What follows belongs to an exercise in optimizing a design on an open flow for small area, a short achievable clock period and few clock cycles; a production flow would make more cautious choices.
Only simulation tests tie the RTL to the original design; equivalence was not proved.
Power figures rest on the tool's default switching activity, not on a simulated workload.

==> design.v <==
module unthbuf_unit (
    input  wire        clk,
    input  wire        rst,         
    input  wire        cmd_valid,
    input  wire [7:0]  cmd_op,
    input  wire [63:0] cmd_a,
    input  wire [63:0] cmd_b,
    output reg         rsp_valid,
    output wire [7:0]  rsp_status,
    output wire [63:0] rsp_d0,
    output wire [63:0] rsp_d1
);
    localparam MAX_CELLS = 8;
    localparam ST_OK        = 3'h0;
    localparam ST_BADWIDTH  = 3'h1;
    localparam ST_INDEX     = 3'h2;
    localparam ST_TOOWIDE   = 3'h3;
    localparam ST_CAPACITY  = 3'h4;
    localparam ST_ILLEGAL   = 3'h5;
    localparam ST_NOTCFG    = 3'h6;
    localparam ST_CELLRANGE = 3'h7;
    integer k;
    function [6:0] epc_of(input [6:0] x);
        integer n;
        begin
            epc_of = 7'd0;
            for (n = 1; n <= 64; n = n + 1)
                if (x == n) epc_of = 64 / n;
        end
    endfunction
    function [6:0] ew_of(input [6:0] x);
        integer n;
        begin
            ew_of = 7'd0;
            for (n = 1; n <= 64; n = n + 1)
                if (x == n) ew_of = (64 / n) * n;
        end
    endfunction
    reg        configured;
    reg        packed_lay;
    reg [6:0]  width;
    reg [9:0]  length;
    reg [9:0]  len_bits;         
    wire [6:0] epc = epc_of(width);
    wire [6:0] cell_bits = packed_lay ? 7'd64 : ew_of(width);
    wire [9:0] em [0:7];
    genvar gi;
    generate
        for (gi = 0; gi < 8; gi = gi + 1) begin : g_em
            assign em[gi] = epc * gi;
        end
    endgenerate
    reg  [3:0] cap_al;
    always @(*) begin
        cap_al = 4'd0;
        for (k = 0; k < 8; k = k + 1)
            if (em[k] < length) cap_al = k + 1;
    end
    wire [3:0] cap_pk = len_bits[9:6] + {3'd0, |len_bits[5:0]};
    wire [3:0] capacity = packed_lay ? cap_pk : cap_al;
    reg  [63:0] wmask;
    always @(*)
        for (k = 0; k < 64; k = k + 1)
            wmask[k] = (k < width);
    wire is_cfga = (cmd_op == 8'h01);
    wire is_cfgp = (cmd_op == 8'h02);
    wire is_cfg  = is_cfga | is_cfgp;
    wire is_get  = (cmd_op == 8'h03);
    wire is_set  = (cmd_op == 8'h04);
    wire is_len  = (cmd_op == 8'h05);
    wire is_pad  = (cmd_op == 8'h06);
    wire is_cap  = (cmd_op == 8'h07);
    wire is_loc  = (cmd_op == 8'h08);
    wire is_rdc  = (cmd_op == 8'h09);
    wire illegal = ~(is_cfg | is_get | is_set | is_len | is_pad | is_cap | is_loc | is_rdc);
    wire       a_hi  = |cmd_a[63:10];
    wire [9:0] ai    = cmd_a[9:0];
    wire [6:0]  mul_w = is_cfg ? cmd_b[6:0] : width;
    wire [16:0] prod  = ai * mul_w;
    wire idx_oob  = a_hi | (ai >= length);
    wire too_wide = |(cmd_b & ~wmask);
    reg  [2:0] cell_al;
    always @(*) begin
        cell_al = 3'd0;
        for (k = 1; k < 8; k = k + 1)
            if (ai >= em[k]) cell_al = k;
    end
    wire       cell_oob = (|cmd_a[63:3]) | ({1'b0, cmd_a[2:0]} >= capacity);
    wire [9:0] rdc_pos  = cmd_a[2:0] * cell_bits;
    wire       cfg_w_ok  = ~(|cmd_b[63:7]) & (cmd_b[6:0] != 7'd0) & (cmd_b[6:0] <= 7'd64);
    wire [6:0] cfg_cb    = is_cfgp ? 7'd64 : ew_of(cmd_b[6:0]);
    wire       cfg_cap_ok = ~a_hi & (prod <= {7'd0, cfg_cb, 3'd0});
    reg [2:0] status;
    always @(*) begin
        if (illegal)              status = ST_ILLEGAL;
        else if (is_cfg) begin
            if (!cfg_w_ok)        status = ST_BADWIDTH;
            else if (!cfg_cap_ok) status = ST_CAPACITY;
            else                  status = ST_OK;
        end
        else if (!configured)     status = ST_NOTCFG;
        else if (is_get | is_loc) status = idx_oob ? ST_INDEX : ST_OK;
        else if (is_set)          status = idx_oob ? ST_INDEX : too_wide ? ST_TOOWIDE : ST_OK;
        else if (is_rdc)          status = cell_oob ? ST_CELLRANGE : ST_OK;
        else                      status = ST_OK;
    end
    wire ok     = (status == ST_OK);
    wire accept = cmd_valid & ~rst;
    reg [2:0]  st_r;
    reg        k_ext, k_rdc, k_len, k_pad, k_cap, k_loc;
    reg        set_r, clr_r;
    reg [8:0]  s_r;               
    reg [2:0]  cal_r;             
    reg [63:0] b_r;
    reg [3:0]  cap_r;
    reg [8:0]  pad_r;
    always @(posedge clk) begin
        if (rst) begin
            rsp_valid  <= 1'b0;
            configured <= 1'b0;
            set_r      <= 1'b0;
            clr_r      <= 1'b0;
        end else begin
            rsp_valid <= cmd_valid;
            set_r     <= cmd_valid & ok & is_set;
            clr_r     <= cmd_valid & ok & is_cfg;
            if (cmd_valid & ok & is_cfg)
                configured <= 1'b1;
        end
    end
    always @(posedge clk) begin
        st_r  <= status;
        k_ext <= ok & (is_get | is_rdc);
        k_rdc <= is_rdc;
        k_len <= ok & is_len;
        k_pad <= ok & is_pad;
        k_cap <= ok & is_cap;
        k_loc <= ok & is_loc;
        s_r   <= is_rdc ? rdc_pos[8:0] : prod[8:0];
        cal_r <= cell_al;
        b_r   <= cmd_b;
        cap_r <= capacity;
        pad_r <= packed_lay ? 9'd0 : (7'd64 - cell_bits) * capacity;
        if (accept & ok & is_cfg) begin
            packed_lay <= is_cfgp;
            width      <= cmd_b[6:0];
            length     <= ai;
            len_bits   <= prod[9:0];
        end
    end
    reg [63:0] cells [0:MAX_CELLS-1];
    wire [2:0] rc  = s_r[8:6];
    wire [5:0] ro  = s_r[5:0];
    wire [2:0] eix = (rc + 3'd1) >> 1;     
    wire       ehit = ~(rc[2] & rc[1] & rc[0]);
    wire [1:0] oix = rc[2:1];              
    reg  [63:0] ge_o;                      
    always @(*)
        for (k = 0; k < 64; k = k + 1)
            ge_o[k] = (k >= ro);
    wire [63:0] ev  = ehit ? cells[{eix[1:0], 1'b0}] : 64'd0;
    wire [63:0] od  = cells[{oix, 1'b1}];
    wire [63:0] esel = ge_o ^ {64{rc[0]}};
    wire [63:0] z   = (esel & ev) | (~esel & od);
    wire [63:0]  rin  = set_r ? {b_r[0], b_r[63:1]} : z;
    wire [5:0]   amt  = ro ^ {6{set_r}};
    wire [127:0] rdbl = {rin, rin} >> amt;
    wire [63:0]  rot  = rdbl[63:0];
    wire [6:0] mw = k_rdc ? cell_bits : width;
    reg  [63:0] xmask;
    always @(*)
        for (k = 0; k < 64; k = k + 1)
            xmask[k] = k_ext & (k < mw);
    wire [63:0] ext = rot & xmask;
    wire [6:0] endv    = {1'b0, ro} + width;
    wire       span    = packed_lay & (endv > 7'd64);
    wire [9:0] al_base = cal_r * cell_bits;
    wire [5:0] loc_off = packed_lay ? ro : (ro - al_base[5:0]);
    wire [2:0] loc_cell = packed_lay ? rc : cal_r;
    wire [6:0] low_bits  = span ? (7'd64 - {1'b0, ro}) : width;
    wire [6:0] high_bits = span ? (endv - 7'd64) : 7'd0;
    assign rsp_status = {5'd0, st_r};
    assign rsp_d0 = ext
                  | (k_len ? {54'd0, length} : 64'd0)
                  | (k_cap ? {60'd0, cap_r} : 64'd0)
                  | (k_pad ? {55'd0, pad_r} : 64'd0)
                  | (k_loc ? {61'd0, loc_cell} : 64'd0);
    assign rsp_d1 = k_loc ? {41'd0, high_bits, 1'b0, low_bits, 1'b0, span, loc_off} : 64'd0;
    wire        end_h = endv[6];
    reg  [63:0] lt_e;
    always @(*)
        for (k = 0; k < 64; k = k + 1)
            lt_e[k] = (k < endv[5:0]);
    wire [63:0] hi_win = (ge_o & (lt_e | {64{end_h}})) | {64{clr_r}};
    wire [63:0] lo_win = lt_e & {64{end_h}};
    wire [63:0] wdata  = rot & {64{~clr_r}};
    wire [3:0]  rc1    = {1'b0, rc} + 4'd1;
    generate
        for (gi = 0; gi < MAX_CELLS; gi = gi + 1) begin : g_wr
            wire        hsel = clr_r | (set_r & (rc == gi));
            wire        lsel = set_r & (rc1 == gi);
            wire [63:0] we   = (hi_win & {64{hsel}}) | (lo_win & {64{lsel}});
            always @(posedge clk)
                cells[gi] <= (wdata & we) | (cells[gi] & ~we);
        end
    endgenerate
endmodule
==> run.sh <==
#!/bin/bash
# synth_recipe.tcl (not shown) runs the flow's synth.tcl, then flattens the netlist and writes it again
# the make line also repeats each setting of config.mk as NAME=value (left out here)
make -C /OpenROAD-flow-scripts/flow DESIGN_CONFIG=/design/flow/config.mk WORK_HOME=/design/flow/orfs CLKGATE_MAP_FILE= SYNTH_SCRIPT=/design/flow/synth_recipe.tcl finish
==> config.mk <==
export PLATFORM = sky130hd
export DESIGN_NAME = unthbuf_unit
export DESIGN_NICKNAME = unthbuf_unit
export VERILOG_FILES = /design/flow/design.v
export SDC_FILE = /design/flow/constraint.sdc
export NUM_CORES = 4
export LEC_CHECK = 0
export CAP_MARGIN = 20
export CORE_MARGIN = 2
export CORE_UTILIZATION = 30
export PLACE_DENSITY = 0.45
export SLEW_MARGIN = 20
==> constraint.sdc <==
create_clock -name core_clock -period 100.0 [get_ports {clk}]
set_input_delay 20.0000 -clock core_clock [delete_from_list [all_inputs] [get_ports {clk}]]
set_output_delay 20.0000 -clock core_clock [all_outputs]
set_load 0.01 [all_outputs]
==> impl_metrics.yaml <==
synthesis:
  edff_count_synth: 540
  synth_top_flop_cell: "edfxtp_1"
  postSynthRegisterBits: 642
  synth_top_cell_by_area: "edfxtp_1"
  ys_types: 106
  synth_warnings: 2
  synthesis.area_per_instance_um2: 9.98
  area_share_of_the_leading_cell_type_in_the_synthesized_netlist_pct: 33.4
  syn_inst: 4871
  synth_sequential_area_ratio_pct: 37.6
  synthesis.area_um2: 48600
  synth_area_leaders: "edfxtp_1 (33%), mux4_2 (7.5%), o22ai_1 (6.7%)"
  postSynth.asyncResetShare_pct: 0
setup_path:
  critical_path.startpoint: "s_r[6]$_DFF_P_"
  setup.worst_path.class: "reg2out"
  largest_stage_delay_on_the_critical_path_ps: 880
  critical_path.cell_chain: "buf_4 -> clkinv_1 -> buf_4 -> ha_4 -> buf_4 -> buf_4 -> mux4_2 -> nand2_1 -> o31ai_1 -> a221oi_1 -> a22oi_1 -> mux2i_1 -> mux2_2 -> mux2_2 -> mux2i_1 -> buf_4 -> a21o_1 -> clkdlybuf4s50_1"
  critical-path-top-cell-by-count: "buf_4"
  cp_num_buf_inv: 7
  crit_arrival_ps: 8310
  critical_path_required_ps: 80000
  critical_path.max_fanout: 23
  worst_r2r_startpoint: "width[2]$_DFFE_PP_"
  critical_path.top_delay_family: "buffers and inverters"
  end_kind: "output port"
  critical-path-slowest-cell: "o31ai_1"
  critPathLaunchType: "flip-flop"
sta:
  post-route-period-util_pct: 28.3
  rsz0062_at_grt: "no"
  timing.max_slew.rel_slack_pct: 14.7
  timing.fmax_mhz: 35.3
  setup-tns-final_ps: 0
  setup_viol: 0
  period_needed_ps: 28310
  timing_worst_slew_pin_value_ps: 1270
  finClkSkew_ps: 86.6
  final-hold-violation-count: 0
  final_max_slew_violation_count: 0
cells_and_area:
  growth_of_design_area_from_synthesis_to_finish_pct: 15.2
  fraction_of_final_layout_cells_sized_beyond_drive_strength_1_pct: 12.3
  multi_input_area_um2: 28200
  post-route-cell-area_um2: 56000
  finalNetCount: 5385
  layout.area.seq_um2: 18300
  num-fill-cells: 16454
global_routing:
  number_of_global_route_vias_before_repair: 42957
  antenna_found_initial: 6
  grtUsageTotal_pct: 28.6
  grt-ovfl-total: 0
  largest_net_degree_at_the_start_of_global_routing: 69
  wire_length_of_the_first_global_routing_pass_um: 336000
pwr:
  power-per-cell-area_nw_per_um2: 29.8
  report.power.total_uw: 1670
  vdd.ir_drop.worst_mv: 0.0199
  power_frac_clock_pct: 18.7
  leakage_uw: 0.0199
  comb_power_share_pct: 59.3
  intPower_uw: 831
  p_seq_share_pct: 22.0
  p_sw_uw: 838
  swShare_pct: 50.2
floorplanning:
  initial_core_util_pct: 30.2
  die-area_um2: 165000
  core_region_area_um2: 161000
  ioPinCount: 276
  floorplan.rows: 147
  fp.dieH_um: 407
  fp.dieW_um: 407
clock_tree:
  cts_tree: "built"
  h-tree-depth: 3
  tritoncts_sink_count: 642
  post_cts_resized: 0
  clk_path_buf_depth: 3
  postCtsHoldBufs: 0
  clock_insertion_delay_worst_skew_ps: 750
  clock_slew_seen_by_the_registers_of_the_worst_setup_and_hold_paths_ps: 50
  number_of_buffers_added_for_setup_after_cts: 0
  root_buffer: "clkbuf_16"
  tritoncts.num_buffers: 80
hold_path:
  holdCritStartpoint: "configured$_SDFFE_PP0P_"
  min-delay-path-class: "reg2reg"
place:
  placement.cell_area_um2: 53200
  detailedPlacementHpwl_um: 173000
  place.port_buffers: 226
  routabilityCongestion: 1.00
flow_run:
  max_cap_viol_count: 0
route:
  ant_nets_after_route: 0
  first_pass_iters: 9
  route.vias.total: 44644
  route.final.wire_length_um: 243000
  via_per_inst: 6.22
  drc: 0
  drt_iter0_markers: 5781
  wl_per_cell_um: 33.8
status:
  run_status: "no timing/DRC/antenna violations"
## metrics by stage
stage | utilization, % | cells | hold WS, ps | setup WS, ps
after floorplan | - | 4922 | 450 | 70550
after global placement | 33.0 | 7019 | 563 | 72200
after detailed placement | 33.1 | 7023 | 569 | 72170
after CTS | 34.8 | 7171 | 578 | 71520
after global routing | 34.8 | 7173 | 587 | 71370
final | 34.8 | 7177 | 572 | 71690
## cell usage after synthesis, drive strengths merged (37+ instances only)
| cell | n |
|---|---|
| o21a | 40 |
| a21o | 80 |
| ha | 227 |
| edfxtp | 540 |
| nor3 | 84 |
| nor2b | 37 |
| mux2 | 81 |
| and2 | 84 |
| nand2 | 389 |
| a31oi | 39 |
| o22ai | 523 |
| mux2i | 188 |
| a211oi | 59 |
| a22oi | 49 |
| nand3 | 74 |
| o211ai | 40 |
| dfxtp | 102 |
| xnor2 | 92 |
| inv | 161 |
| buf | 195 |
| clkbuf | 233 |
| o21ai | 287 |
| a21oi | 237 |
| mux4 | 161 |
| fa | 72 |
| nand2b | 45 |
| nor2 | 340 |
## logic make-up (layout without fill, tap and decap cells)
kind of cell	count (synthesis)	in the layout	share of synthesized area, %
buf+inv	594	685	5.53
compound gates	1575	1575	21.1
fa+ha+maj	301	301	8.85
xor+xnor	118	118	2.13
simple gates	1209	1209	11.7
mux	430	430	13.2
other cells	2	57	0.0154
flops	642	642	37.6
## per-layer routing
layer	wire length, µm	vias up	global-route usage [%]
met5	23	-	0
li1	-	18841	-
met2	105000	2802	42.7
met1	97300	22524	37.9
met3	26300	473	7.36
met4	14400	4	15.0
## area by class of cell
class                   instances  share of cell area (%)
clock inverters                52                    1.19
clock buffers                  96                    3.77
flip-flops and latches        642                    32.6
well taps                    2160                    4.82
diodes                          4                  0.0179
repair buffers                371                    6.04
multi-input cells            3686                    50.4
inverters                     166                    1.11
## layout by cell type, fill, tap and decap left out, types with 82 or more instances in the layout
cell type / n
xnor2_1: 85
nor2_1: 326
mux4_2: 161
a21oi_1: 230
ha_1: 225
o21ai_0: 212
o22ai_1: 523
inv_1: 160
dfxtp_1: 91
nand2_1: 379
nor3_1: 82
clkdlybuf4s50_1: 226
edfxtp_1: 540
buf_4: 140
mux2i_1: 186
clkbuf_16: 82
## power groups by stage
stage / clock network (µW) / logic, µW / registers [µW]
after global placement: 0 / 953 / 373
final: 311 / 990 / 368
after global routing: 324 / 1010 / 368
after floorplan: 0 / 535 / 369
after CTS: 314 / 955 / 368
after detailed placement: 0 / 952 / 373
## path summary, 6_finish.rpt
path | end | slack, ps | cells past startpoint
worst max-delay path | rsp_d0[2] | 71690 | 18
worst min-delay path | configured$_SDFFE_PP0P_ | 570 | 1
worst max register to register | pad_r[8]$_SDFF_PP0_ | 90220 | 37
worst min register to register | configured$_SDFFE_PP0P_ | 570 | 1
Testbench counts, summed over its fixed seeds: cycles 12,000.

## static timing again, ports no longer ideal
Ports are ideal in the flow. The routed layout listed here was re-timed in OpenROAD. Step 1 assumes that a clkbuf_16 drives the clock port and a buf_2 every other input. Step 2 also shifts input and output timing later by t, the mid clock arrival at the registers, as if the neighbouring blocks saw the same clock. Slacks: ideal / step 1 / step 2; pairs: ideal / step 1.
t (ns): 0.792
setup slack, ns: 71.689 / 71.606 / 72.115
hold slack, ns: 0.572 / 0.572 / 0.572
worst setup path at the end: input to register
clock arrival spread, ns: 0.087 / 0.087
After both steps setup and hold are still met in this run. The setup slack of this run moves by -0.083 ns with the drivers and by +0.426 ns with both steps.
